Source: an optimization exercise on an open RTL-to-GDS flow (aim: a short achievable clock period, few clock cycles and low power). Production flows keep margins and buffers that such runs may drop. Function was checked by simulation only, so behaviour that the tests miss may differ from the original. Power figures rest on the tool's default switching activity, not on a simulated workload.

==> flow/design.v <==
module e20_core (
    input  wire        clk,
    input  wire        rst,          
    output reg         mem_req,
    output reg         mem_we,
    output reg  [12:0] mem_addr,
    output wire [15:0] mem_wdata,
    input  wire        mem_gnt,
    input  wire        mem_rvalid,
    input  wire [15:0] mem_rdata,
    output reg         halted
);
    localparam [2:0] OP_RRR  = 3'b000, OP_ADDI = 3'b001, OP_J   = 3'b010,
                     OP_JAL  = 3'b011, OP_LW   = 3'b100, OP_SW  = 3'b101,
                     OP_JEQ  = 3'b110, OP_SLTI = 3'b111;
    localparam [3:0] F_ADD = 4'b0000, F_SUB = 4'b0001, F_OR = 4'b0010,
                     F_AND = 4'b0011, F_SLT = 4'b0100, F_JR = 4'b1000;
    reg [15:0] regs [1:7];
    reg [12:0] pc;         
    reg [12:0] fa;         
    reg        req_data;   
    reg [15:0] ibuf;       
    reg        ibuf_v;
    reg [2:0]  q_v, q_ld, q_dr;
    reg        st_q;       
    reg [2:0]  st_s;       
    reg        ld_pend;    
    reg [2:0]  ld_d;       
    wire acc       = mem_req & mem_gnt;
    wire acc_read  = acc & ~mem_we;
    wire acc_fetch = acc & ~req_data;
    wire data_wait = mem_req & req_data & ~mem_gnt;    
    wire resp_ld   = mem_rvalid & q_ld[0];
    wire resp_ins  = mem_rvalid & ~q_ld[0] & ~q_dr[0];    
    wire [12:0] npc = pc + 13'd1;
    wire smc = st_q & ((mem_addr == pc) | (mem_addr == npc) | (mem_addr == pc + 13'd2));
    assign mem_wdata = (st_s == 3'd0) ? 16'd0 : regs[st_s];
    wire        ivalid = (ibuf_v | resp_ins) & ~halted & ~smc;
    wire [15:0] ir     = ibuf_v ? ibuf : mem_rdata;
    wire [2:0]  op     = ir[15:13];
    wire [2:0]  ra     = ir[12:10];
    wire [2:0]  rb     = ir[9:7];
    wire [2:0]  rd_rrr = ir[6:4];
    wire [3:0]  func   = ir[3:0];
    wire [6:0]  imm7   = ir[6:0];
    wire [12:0] imm13  = ir[12:0];
    wire [15:0] simm   = {{9{imm7[6]}}, imm7};
    wire [15:0] va = (ra == 3'd0) ? 16'd0 : regs[ra];
    wire [15:0] vb = (rb == 3'd0) ? 16'd0 : regs[rb];
    wire [12:0] ea  = va[12:0] + simm[12:0];
    wire is_rrr  = (op == OP_RRR);
    wire is_lw   = (op == OP_LW);
    wire is_sw   = (op == OP_SW);
    wire is_j    = (op == OP_J);
    wire is_jal  = (op == OP_JAL);
    wire is_jeq  = (op == OP_JEQ);
    wire is_jr   = is_rrr & (func == F_JR);
    wire is_halt = is_j & (imm13 == pc);
    reg        wr;
    reg [2:0]  dst;
    reg [15:0] res;
    always @(*) begin
        wr  = 1'b0;
        dst = rb;
        res = va + simm;
        case (op)
            OP_RRR: begin
                dst = rd_rrr;
                wr  = (func[3:1] == 3'b000) | (func[3:1] == 3'b001) | (func == F_SLT);
                case (func)
                    F_ADD:   res = va + vb;
                    F_SUB:   res = va - vb;
                    F_OR:    res = va | vb;
                    F_AND:   res = va & vb;
                    default: res = {15'd0, va < vb};
                endcase
            end
            OP_ADDI: wr = 1'b1;
            OP_SLTI: begin wr = 1'b1; res = {15'd0, va < simm}; end
            OP_JAL:  begin wr = 1'b1; dst = 3'd7; res = {3'd0, npc}; end
            default: ;
        endcase
    end
    wire wr_nz = wr & (dst != 3'd0);
    wire rd_a = ~(is_j | is_jal);
    wire rd_b = is_rrr | is_sw | is_jeq;
    wire ld_hit = ld_pend & ((rd_a & ra == ld_d) | (rd_b & rb == ld_d) |
                             (wr_nz & dst == ld_d));
    wire stall = ld_hit
               | (resp_ld & wr_nz)                          
               | data_wait
               | (is_lw & ld_pend & ~resp_ld)
               | (is_halt & data_wait);
    wire exec = ivalid & ~stall;
    wire        eq      = (va == vb);
    wire [12:0] br_tgt  = npc + simm[12:0];
    wire        tk_jeq  = is_jeq & eq & (imm7 != 7'd0);
    wire        tk_j    = (is_j | is_jal) & (imm13 != npc) & ~is_halt;
    wire        tk_jr   = is_jr & (va[12:0] != npc);
    reg  [12:0] tgt;
    always @(*) begin
        if (is_jeq)     tgt = br_tgt;
        else if (is_jr) tgt = va[12:0];
        else            tgt = imm13;
    end
    wire taken = exec & (tk_jeq | tk_j | tk_jr);
    wire overflow = ibuf_v & resp_ins & stall & ~halted & ~smc;
    wire redirect = taken | overflow | smc;
    wire [12:0] fa_n = taken ? tgt : smc ? pc : overflow ? npc
                     : acc_fetch ? fa + 13'd1 : fa;
    wire mem_go  = exec & (is_sw | (is_lw & rb != 3'd0));
    wire halt_go = exec & is_halt;
    wire       pop  = mem_rvalid;
    wire [2:0] s_v  = pop ? {1'b0, q_v[2:1]}  : q_v;
    wire [2:0] s_ld = pop ? {1'b0, q_ld[2:1]} : q_ld;
    wire [2:0] s_dr = (pop ? {1'b0, q_dr[2:1]} : q_dr) | ({3{redirect}} & ~s_ld);
    wire [2:0] slot = ~s_v & {s_v[1:0], 1'b1};        
    wire [2:0] push = {3{acc_read}} & slot;
    wire       can_fetch = ~s_v[1] & ~(s_v[0] & acc_read);
    integer i;
    always @(posedge clk) begin
        if (rst) begin
            mem_req   <= 1'b1;
            mem_we    <= 1'b0;
            mem_addr  <= 13'd0;
            req_data  <= 1'b0;
            halted    <= 1'b0;
            pc        <= 13'd0;
            fa        <= 13'd0;
            ibuf      <= 16'd0;
            ibuf_v    <= 1'b0;
            q_v <= 3'd0; q_ld <= 3'd0; q_dr <= 3'd0;
            ld_pend   <= 1'b0;
            ld_d      <= 3'd0;
            st_q      <= 1'b0;
            st_s      <= 3'd0;
            for (i = 1; i < 8; i = i + 1)
                regs[i] <= 16'd0;
        end else begin
            if (resp_ld & ld_pend) begin
                if (ld_d != 3'd0) regs[ld_d] <= mem_rdata;
            end else if (exec & wr_nz) begin
                regs[dst] <= res;
            end
            if (resp_ld) ld_pend <= 1'b0;
            if (exec & is_lw & rb != 3'd0) begin
                ld_pend <= 1'b1;
                ld_d    <= rb;
            end
            if (exec) pc <= taken ? tgt : npc;
            if (halt_go) halted <= 1'b1;
            st_q <= exec & is_sw;
            if (smc) begin
                ibuf_v <= 1'b0;
            end else if (ibuf_v) begin
                if (exec) begin
                    ibuf_v <= resp_ins & ~taken;
                    ibuf   <= mem_rdata;
                end
            end else if (resp_ins & ~exec) begin
                ibuf_v <= 1'b1;
                ibuf   <= mem_rdata;
            end
            q_v  <= s_v | push;
            q_ld <= (s_ld & ~push) | (push & {3{req_data}});
            q_dr <= (s_dr & ~push) | (push & {3{redirect & ~req_data}});
            fa <= fa_n;
            if (mem_go) begin
                mem_req   <= 1'b1;
                mem_we    <= is_sw;
                mem_addr  <= ea;
                st_s      <= rb;
                req_data  <= 1'b1;
            end else if (data_wait) begin
            end else if (halt_go | halted) begin
                mem_req   <= 1'b0;
                req_data  <= 1'b0;
            end else begin
                mem_req   <= can_fetch;
                mem_we    <= 1'b0;
                mem_addr  <= fa_n;
                req_data  <= 1'b0;
            end
        end
    end
endmodule
clock: 8.0 ns
lec_check: 0
abc_clock_period_in_ps: 3000
cap_margin: 20
core_margin: 2
core_utilization: 40
cts_buf_list: sky130_fd_sc_hd__clkbuf_16
cts_cluster_diameter: 100
cts_cluster_size: 20
place_density: 0.6
setup_slack_margin: 3.0
slew_margin: 20
run.sh (not shown) runs the stock make flow with config.mk's settings and CLKGATE_MAP_FILE= SYNTH_SCRIPT=/design/flow/synth_recipe.tcl, a recipe that flattens the netlist after the stock synthesis.
Testbench counts at the start, summed over its fixed seeds: cycles 279,331.
Then changed:
--- a/flow/design.v
+++ b/flow/design.v
@@ -5,5 +5,5 @@
     output reg         mem_we,
     output reg  [12:0] mem_addr,
-    output wire [15:0] mem_wdata,
+    output reg  [15:0] mem_wdata,
     input  wire        mem_gnt,
     input  wire        mem_rvalid,
@@ -23,6 +23,4 @@
     reg        ibuf_v;
     reg [2:0]  q_v, q_ld, q_dr;
-    reg        st_q;       
-    reg [2:0]  st_s;       
     reg        ld_pend;    
     reg [2:0]  ld_d;       
@@ -33,8 +31,5 @@
     wire resp_ld   = mem_rvalid & q_ld[0];
     wire resp_ins  = mem_rvalid & ~q_ld[0] & ~q_dr[0];    
-    wire [12:0] npc = pc + 13'd1;
-    wire smc = st_q & ((mem_addr == pc) | (mem_addr == npc) | (mem_addr == pc + 13'd2));
-    assign mem_wdata = (st_s == 3'd0) ? 16'd0 : regs[st_s];
-    wire        ivalid = (ibuf_v | resp_ins) & ~halted & ~smc;
+    wire        ivalid = (ibuf_v | resp_ins) & ~halted;
     wire [15:0] ir     = ibuf_v ? ibuf : mem_rdata;
     wire [2:0]  op     = ir[15:13];
@@ -48,4 +43,5 @@
     wire [15:0] va = (ra == 3'd0) ? 16'd0 : regs[ra];
     wire [15:0] vb = (rb == 3'd0) ? 16'd0 : regs[rb];
+    wire [12:0] npc = pc + 13'd1;
     wire [12:0] ea  = va[12:0] + simm[12:0];
     wire is_rrr  = (op == OP_RRR);
@@ -89,5 +85,5 @@
     wire stall = ld_hit
                | (resp_ld & wr_nz)                          
-               | data_wait
+               | ((is_lw | is_sw) & data_wait)
                | (is_lw & ld_pend & ~resp_ld)
                | (is_halt & data_wait);
@@ -105,8 +101,9 @@
     end
     wire taken = exec & (tk_jeq | tk_j | tk_jr);
-    wire overflow = ibuf_v & resp_ins & stall & ~halted & ~smc;
+    wire overflow = ibuf_v & resp_ins & stall & ~halted;
+    wire smc = exec & is_sw & ((ea == npc) | (ea == npc + 13'd1) | (ea == npc + 13'd2));
     wire redirect = taken | overflow | smc;
-    wire [12:0] fa_n = taken ? tgt : smc ? pc : overflow ? npc
-                     : acc_fetch ? fa + 13'd1 : fa;
+    wire [12:0] fa_n = redirect ? (taken ? tgt : npc)
+                                : (acc_fetch ? fa + 13'd1 : fa);
     wire mem_go  = exec & (is_sw | (is_lw & rb != 3'd0));
     wire halt_go = exec & is_halt;
@@ -124,4 +121,5 @@
             mem_we    <= 1'b0;
             mem_addr  <= 13'd0;
+            mem_wdata <= 16'd0;
             req_data  <= 1'b0;
             halted    <= 1'b0;
@@ -133,6 +131,4 @@
             ld_pend   <= 1'b0;
             ld_d      <= 3'd0;
-            st_q      <= 1'b0;
-            st_s      <= 3'd0;
             for (i = 1; i < 8; i = i + 1)
                 regs[i] <= 16'd0;
@@ -150,10 +146,7 @@
             if (exec) pc <= taken ? tgt : npc;
             if (halt_go) halted <= 1'b1;
-            st_q <= exec & is_sw;
-            if (smc) begin
-                ibuf_v <= 1'b0;
-            end else if (ibuf_v) begin
+            if (ibuf_v) begin
                 if (exec) begin
-                    ibuf_v <= resp_ins & ~taken;
+                    ibuf_v <= resp_ins & ~redirect;
                     ibuf   <= mem_rdata;
                 end
@@ -170,5 +163,5 @@
                 mem_we    <= is_sw;
                 mem_addr  <= ea;
-                st_s      <= rb;
+                mem_wdata <= vb;
                 req_data  <= 1'b1;
             end else if (data_wait) begin
=>
- The changed run completed with no timing, DRC or antenna violations
- die area came out lower by 6.4%
- register-to-register slack gets worse by 0.34 ns
- sequential share of layout area came out higher by 0.76 points
- worst hold slack got worse by 0.011 ns
- via count decreases by about 8%
- combinational power goes up by about 6%
- core utilization goes up by 3.5 points
- power rose by about 6%
- count of clock-buffer cells in the layout goes up by 2
Testbench counts after the change, summed over its fixed seeds: cycles 279,331.

## afterwards: timing with drivers on the ports
In the flow no input, the clock included, has a driving cell. The finished layouts below were timed again as built, in two steps.
Step 1: set_driving_cell puts a clkbuf_16 on clk and a buf_2 on each other input, an assumption about the parent block.
Step 2 times the ports against the registers' clock, not the clock port: input delays grow and output delays shrink by t, the midpoint of the rising clock arrivals with the driver on.
Three values: ideal, step 1, step 2; two values: the first two.
run | t, ns | slack for setup (ns) | worst setup path at the end | worst data-port slew with drivers (ns)
the first run | 0.573 | 2.630 / 2.648 / 2.075 | input to register | 0.06
the second run | 0.583 | 2.047 / 2.059 / 1.476 | input to register | 0.06
After both steps every run listed still meets setup and hold. For the second run, which loses most, drivers alone change the setup slack by +0.012 ns; drivers and shift together by -0.571 ns.
